Source: an optimization exercise on an open RTL-to-GDS flow (aim: small area). Production flows keep margins and buffers that such runs may drop. At most, simulation tests tie the RTL to the original design; equivalence was not proved.

==> build 48 <==
==> flow/design.v (excerpt) <==
module dmr_framer (
    input  wire         clk,
    input  wire         rst,            
    input  wire         in_valid,
    input  wire [1:0]   in_dibit,
    input  wire [4:0]   search_thr,     
    input  wire [4:0]   sync_thr,       
    output wire         pll_valid,
    output wire [15:0]  pll_offset,     
    output reg          loss_valid,
    output wire [13:0]  loss_bits,
    output reg          burst_valid,
    output wire [287:0] burst_bits,
    output wire [4:0]   burst_sync,
    output reg  [1:0]   burst_lock,
    output wire [7:0]   burst_errors
);
    localparam [4:0] P_UNKNOWN = 5'd20;
    function ge4(input [3:0] x, input [3:0] y);
        integer i;
        reg c;
        begin
            c = 1'b1;
            for (i = 0; i < 4; i = i + 1) c = (x[i] & ~y[i]) | ((x[i] | ~y[i]) & c);
            ge4 = c;
        end
    endfunction
    function [4:0] next_voice(input [4:0] p);
        if (p == 5'd1)
            next_voice = 5'd10;
        else if (p >= 5'd10 && p < 5'd14)
            next_voice = p + 5'd1;
        else if (p == 5'd3 || p == 5'd6 || p == 5'd7)
            next_voice = 5'd15;
  ...
export LEC_CHECK = 0
export CAP_MARGIN = 20
export CORE_MARGIN = 2
export CORE_UTILIZATION = 40
export CTS_BUF_LIST = sky130_fd_sc_hd__clkbuf_8
export CTS_CLUSTER_DIAMETER = 50
export CTS_CLUSTER_SIZE = 16
export SLEW_MARGIN = 20
create_clock -name core_clock -period 12.0 [get_ports {clk}]
standard.sh (not shown) runs the stock make flow with config.mk's settings and CLKGATE_MAP_FILE= SYNTH_SCRIPT=/design/flow/synth_recipe.tcl, a recipe that flattens the netlist after the stock synthesis.
==> flow/flow/run.sh <==
#!/bin/bash
# The standard layout, with the port buffers made from the smallest buffer cell.
set -euo pipefail
bash standard.sh BUFFER_PORTS_ARGS="-buffer_cell sky130_fd_sc_hd__buf_1" finish > make_finish.log 2>&1
==> trial 98: changes against build 48 <==
--- a/flow/config.mk
+++ b/flow/config.mk
@@ -10,5 +10,5 @@
 export CORE_UTILIZATION = 40
-export CTS_BUF_LIST = sky130_fd_sc_hd__clkbuf_8
-export CTS_CLUSTER_DIAMETER = 50
-export CTS_CLUSTER_SIZE = 16
+export CTS_BUF_LIST = sky130_fd_sc_hd__clkbuf_16
+export CTS_CLUSTER_DIAMETER = 60
+export CTS_CLUSTER_SIZE = 20
 export SLEW_MARGIN = 20
==> impl_metrics.toml <==
[final_layout]
layoutNonFillerInstCount = 3022
area_growth_pct = 14.20
nonClkBufAreaFrac_pct = 6.309

[setup_path]
cp.required_ns = 12.48
crit_top_cell = "inv_1"

[routing]
routedWlPerCell_um = 22.46
vias = 16630

[clock_tree]
cts.clk_slew.worst_paths_ns = 0.08

[status]
status = "finished clean"

[sta]
period_share_pct = 95.21
rsz0062_at_grt = "false"
[end of results for build 48]
==> impl_metrics.toml <==
[final_layout]
layoutNonFillerInstCount = 3003
nonClkBufAreaFrac_pct = 6.262

[status]
status = "finished clean"

[clock_tree]
cts.clk_slew.worst_paths_ns = 0.07

[setup_path]
crit_top_cell = "ha_1"
cp.required_ns = 12.39

[routing]
routedWlPerCell_um = 22.45
vias = 16520
[end of results for trial 98]
Function was not checked in any run of this note: the RTL went through the layout flow alone.

* * *

==> inputs of v29 <==
dmr_framer, a different RTL version from the one above (not shown whole).
==> flow/config.mk <==
export PLATFORM = sky130hd
export DESIGN_NAME = dmr_framer
export DESIGN_NICKNAME = dmr_framer
export VERILOG_FILES = /design/flow/design.v
export SDC_FILE = /design/flow/constraint.sdc
export NUM_CORES = 4
export LEC_CHECK = 0
export CAP_MARGIN = 20
export CORE_MARGIN = 2
export CORE_UTILIZATION = 65
export CTS_BUF_LIST = sky130_fd_sc_hd__clkbuf_8
export CTS_CLUSTER_DIAMETER = 50
export CTS_CLUSTER_SIZE = 16
export SLEW_MARGIN = 20
export SYNTH_HIERARCHICAL = 1
export SYNTH_MINIMUM_KEEP_SIZE = 0
==> flow/constraint.sdc <==
create_clock -name core_clock -period 12.0 [get_ports {clk}]
set_input_delay 2.4000 -clock core_clock [delete_from_list [all_inputs] [get_ports {clk}]]
set_output_delay 2.4000 -clock core_clock [all_outputs]
set_load 0.01 [all_outputs]
Scripts as last shown in full above: flow/flow/run.sh
==> v12 (differences from v29) <==
--- a/flow/design.v
+++ b/flow/design.v
@@ -45,22 +45,24 @@
     reg [4:0]   tro;        
     reg         fb;         
     reg         r_hit;      
     reg [4:0]   r_wid;
     reg [1:0]   r_lock;
     reg [4:0]   r_err;
+    wire        bnd    = synced & ~z & (q == 13'h1FFF);
+    wire        s_mode = synced & ~bnd;
     wire [47:0] W = mb[151:104];
     reg  [23:0] h, l;
     integer k;
     always @* begin
         for (k = 0; k < 24; k = k + 1) begin
             h[k] = W[2*k+1];
             l[k] = W[2*k];
         end
     end
-    wire [4:0] thr = synced_n ? sync_thr : search_thr;
+    wire [4:0] thr = s_mode ? sync_thr : search_thr;
     wire t0_s, t0_c;
     dmr_fa u_t0 (.a(h[2]), .b(h[3]), .c(h[13]), .s(t0_s), .co(t0_c));
     wire t1_s, t1_c;
     dmr_fa u_t1 (.a(h[11]), .b(h[15]), .c(h[17]), .s(t1_s), .co(t1_c));
     wire t2_s, t2_c;
     dmr_fa u_t2 (.a(h[4]), .b(h[14]), .c(h[23]), .s(t2_s), .co(t2_c));
@@ -288,23 +290,24 @@
     wire T2_27 = ~T2_26;
     wire T2_28 = ~T2_26;
     wire [7:0] T2 = {T2_28, T2_27, T2_25, T2_23, T2_17, T2_11, T2_5, T2_1};
     wire h1 = pc_h == 5'd24, h0 = pc_h == 5'd0;
     wire l1 = pc_l == 5'd24, l0 = pc_l == 5'd0;
     wire pc_h12 = pc_h == 5'd12;
+    wire pc_l12 = pc_l == 5'd12;
     wire [9:0] leq;         
-    assign leq[0] = (l == 24'hbc64b2);
-    assign leq[1] = (l == 24'h439b4d);
-    assign leq[2] = (l == 24'h89d791);
-    assign leq[3] = (l == 24'h76286e);
-    assign leq[4] = (l == 24'hde8ae0);
-    assign leq[5] = (l == 24'h9073dc);
-    assign leq[6] = (l == 24'h21751f);
-    assign leq[7] = (l == 24'h6f8c23);
-    assign leq[8] = (l == 24'h5836e5);
-    assign leq[9] = (l == 24'ha7c91a);
+    assign leq[0] = pc_l12 & ((l & 24'hbc64b2) == 24'hbc64b2);
+    assign leq[1] = pc_l12 & ((l & 24'h439b4d) == 24'h439b4d);
+    assign leq[2] = pc_l12 & ((l & 24'h89d791) == 24'h89d791);
+    assign leq[3] = pc_l12 & ((l & 24'h76286e) == 24'h76286e);
+    assign leq[4] = pc_l12 & ((l & 24'hde8ae0) == 24'hde8ae0);
+    assign leq[5] = pc_l12 & ((l & 24'h9073dc) == 24'h9073dc);
+    assign leq[6] = pc_l12 & ((l & 24'h21751f) == 24'h21751f);
+    assign leq[7] = pc_l12 & ((l & 24'h6f8c23) == 24'h6f8c23);
+    assign leq[8] = pc_l12 & ((l & 24'h5836e5) == 24'h5836e5);
+    assign leq[9] = pc_l12 & ((l & 24'ha7c91a) == 24'ha7c91a);
     wire [3:0] uc = T1[4:1];
     wire [3:0] vc = T2[4:1];
     wire uc_neg = T1[7];
     wire uc_small = T1[7:5] == 3'd0;
     wire vc_neg = T2[7];
     wire vc_big = ~T2[7] & (T2[6:5] != 2'd0);
@@ -349,14 +352,14 @@
     assign n[8]  = ~vc_neg & (vc_big | ge4(vc[3:0], A4));
     assign x[9]  = l1 & hb4;
     assign x[8]  = l1 & ho4;
     assign rm[9] = (h1 & leq[8]) | (h0 & leq[9]) | (l0 & ho4);
     assign rm[8] = (h1 & leq[9]) | (h0 & leq[8]) | (l0 & hb4);
     wire [1:0] rl = h1 ? 2'd1 : h0 ? 2'd2 : 2'd3;
-    wire       xany = synced_n & (|x);
-    wire [9:0] hits = xany ? x : (n | (synced_n ? 10'd0 : rm));
+    wire       xany = s_mode & (|x);
+    wire [9:0] hits = xany ? x : (n | (s_mode ? 10'd0 : rm));
     reg  [9:0] win;
     reg        seen;
     integer e;
     always @* begin
         seen = 1'b0;
         for (e = 0; e < 10; e = e + 1) begin
@@ -426,39 +429,39 @@
     wire q1_20, q1_21;
     dmr_ha u_q1_20 (.a(qe[10]), .b(q1_19), .s(q1_20), .co(q1_21));
     wire q1_22, q1_23;
     dmr_ha u_q1_22 (.a(qe[11]), .b(q1_21), .s(q1_22), .co(q1_23));
     wire q1_24 = qe[12] ^ q1_23;
     wire [12:0] q1 = {q1_24, q1_22, q1_20, q1_18, q1_16, q1_14, q1_12, q1_10, q1_8, q1_6, q1_4, q1_2, q1_1};
-    wire        bnd  = synced & (q1 == 13'd0);
     wire        fire = ~synced & hit;
     wire [4:0]  nv   = next_voice(trc);
     wire        bnd_burst = hit | (nv != P_UNKNOWN) | (tro != P_UNKNOWN);
     wire [4:0]  bnd_val = hit ? r_wid : nv;
     wire        burst_now = fire | (bnd & bnd_burst);
-    wire        fire_loss = fire & (q1 != 13'd0) & ~(&q1[12:8]);
-    wire        thr_loss  = ~synced & ~hit & (q1 == 13'd4801);
-    wire        synced_n  = fire | (synced & ~(bnd & ~bnd_burst));
-    wire        rot  = in_valid & fire;
-    wire        swp  = rot & (r_lock[0] ^ r_lock[1]);
-    wire        ih   = rot & r_lock[0];
-    wire        il   = rot & r_lock[1];
-    wire        gh1  = ~rst & ~ih, gh0 = ~rst & ih;
-    wire        gl1  = ~rst & ~il, gl0 = ~rst & il;
+    wire        fire_loss = fire & ~z & ~(&q[12:8]);    
+    wire        thr_loss  = ~synced & ~hit & ~z & (q == 13'd4800);    
+    wire        rot = fire & (r_lock != 2'd0);
+    wire        ch  = ~rst & ~in_valid;
+    wire        c0  = ~rst & in_valid & ~rot;
+    wire        c1  = ~rst & in_valid & rot & (r_lock == 2'd1);
+    wire        c2  = ~rst & in_valid & rot & (r_lock == 2'd2);
+    wire        c3  = ~rst & in_valid & rot & (r_lock == 2'd3);
     wire [287:0] put = {mb[285:0], in_dibit};
-    reg  [287:0] mb_d;
-    integer j;
-    always @* begin
-        for (j = 0; j < 144; j = j + 1) begin
-            mb_d[2*j+1] = (swp ? put[2*j]   : put[2*j+1]) ? gh1 : gh0;
-            mb_d[2*j]   = (swp ? put[2*j+1] : put[2*j])   ? gl1 : gl0;
+    wire [287:0] mb_d;
+    genvar g;
+    generate
+        for (g = 0; g < 144; g = g + 1) begin : slice
+            dmr_sel u_hi (.ch(ch), .c0(c0), .c1(c1), .c2(c2), .c3(c3), .own(mb[2*g+1]),
+                          .x0(put[2*g+1]), .x1(~put[2*g]), .x2(put[2*g]), .x3(~put[2*g+1]),
+                          .d(mb_d[2*g+1]));
+            dmr_sel u_lo (.ch(ch), .c0(c0), .c1(c1), .c2(c2), .c3(c3), .own(mb[2*g]),
+                          .x0(put[2*g]), .x1(put[2*g+1]), .x2(~put[2*g+1]), .x3(~put[2*g]),
+                          .d(mb_d[2*g]));
         end
-    end
-    always @(posedge clk) begin
-        if (rst | in_valid) mb <= mb_d;
-    end
+    endgenerate
+    always @(posedge clk) mb <= mb_d;
     always @(posedge clk) begin
         if (rst) begin
             r_hit       <= 1'b0;
             z           <= 1'b1;
             synced      <= 1'b0;
             trc         <= P_UNKNOWN;
@@ -503,6 +506,13 @@
     assign co = (a & b) | (c & (a ^ b));
 endmodule
 module dmr_ha (input wire a, input wire b, output wire s, output wire co);
     assign s  = a ^ b;
     assign co = a & b;
 endmodule
+module dmr_sel (
+    input  wire ch, c0, c1, c2, c3,
+    input  wire own, x0, x1, x2, x3,
+    output wire d
+);
+    assign d = (ch & own) | (c0 & x0) | (c1 & x1) | (c2 & x2) | (c3 & x3);
+endmodule
Settings changed: CORE_UTILIZATION 65 to 45.
==> v30 (differences from v29) <==
Settings changed: CAP_MARGIN 20 to 5, SLEW_MARGIN 20 to 5.
==> run summary <==
v29 went through all stages and came out clean. v30 finished clean. v12 finished clean. Critical path depth is the same in v29 and v30. Final cell count is the same in v30 and v29. First-iteration DRC count is the same in v30 and v29. Of v29 and v12, v29 has the higher non-clock buffer count (gap 67). In v12 the core utilization is lower than in v29, by 23 points.
==> figures <==
metric                                                                            v12                      v30                      v29
Run status                                                    complete, no violations  complete, no violations  complete, no violations
Share of the yosys chip area belonging to registers                             0.344                    0.445                    0.445
Multi-input combinational area share                                            0.504                    0.468                    0.468
Met2 routed wirelength                                                        30.9 mm                  29.3 mm                  29.3 mm
Clock-cell share of area                                                       0.0402                   0.0326                   0.0326
Final Skew                                                                    60.8 ps                  30.5 ps                  30.5 ps
Compound-cell area share of the yosys netlist                                   0.309                   0.0486                   0.0486
Area of all placed cells without fillers                                   22,900 um2               25,100 um2               25,100 um2
Non-CTS inverters                                                                 344                       59                       59
Maximum number of pins on one net before global-route repair                      237                      152                      152
Floorplan die area                                                         45,700 um2               35,000 um2               35,000 um2

re-timing with driven ports:
No port has a modelled driver above. Below, the same layouts with a new extraction and two added sets of constraints.
Step 1 sets driving cells, clkbuf_16 on the clock port and buf_2 on the other inputs (assumed; they add their load-dependent delay and slew).
Step 2 times the ports against the registers' clock, not the clock port: input delays grow and output delays shrink by t, the midpoint of the rising clock arrivals with the driver on.
a / b / c = ideal ports / drivers / drivers and shift; a / b = the first two.
run | shift t [ns] | setup slack, ns | worst setup path after step 2
build 48 | 0.693 | 0.574 / 0.574 / 0.574 | register to register
trial 98 | 0.610 | 0.566 / 0.566 / 0.566 | register to register
v29 | 0.621 | 0.198 / 0.198 / 0.198 | register to register
v12 | 0.657 | 0.500 / 0.500 / 0.500 | register to register
v30 | 0.621 | 0.198 / 0.198 / 0.198 | register to register
After both steps setup and hold are still met in every run listed.
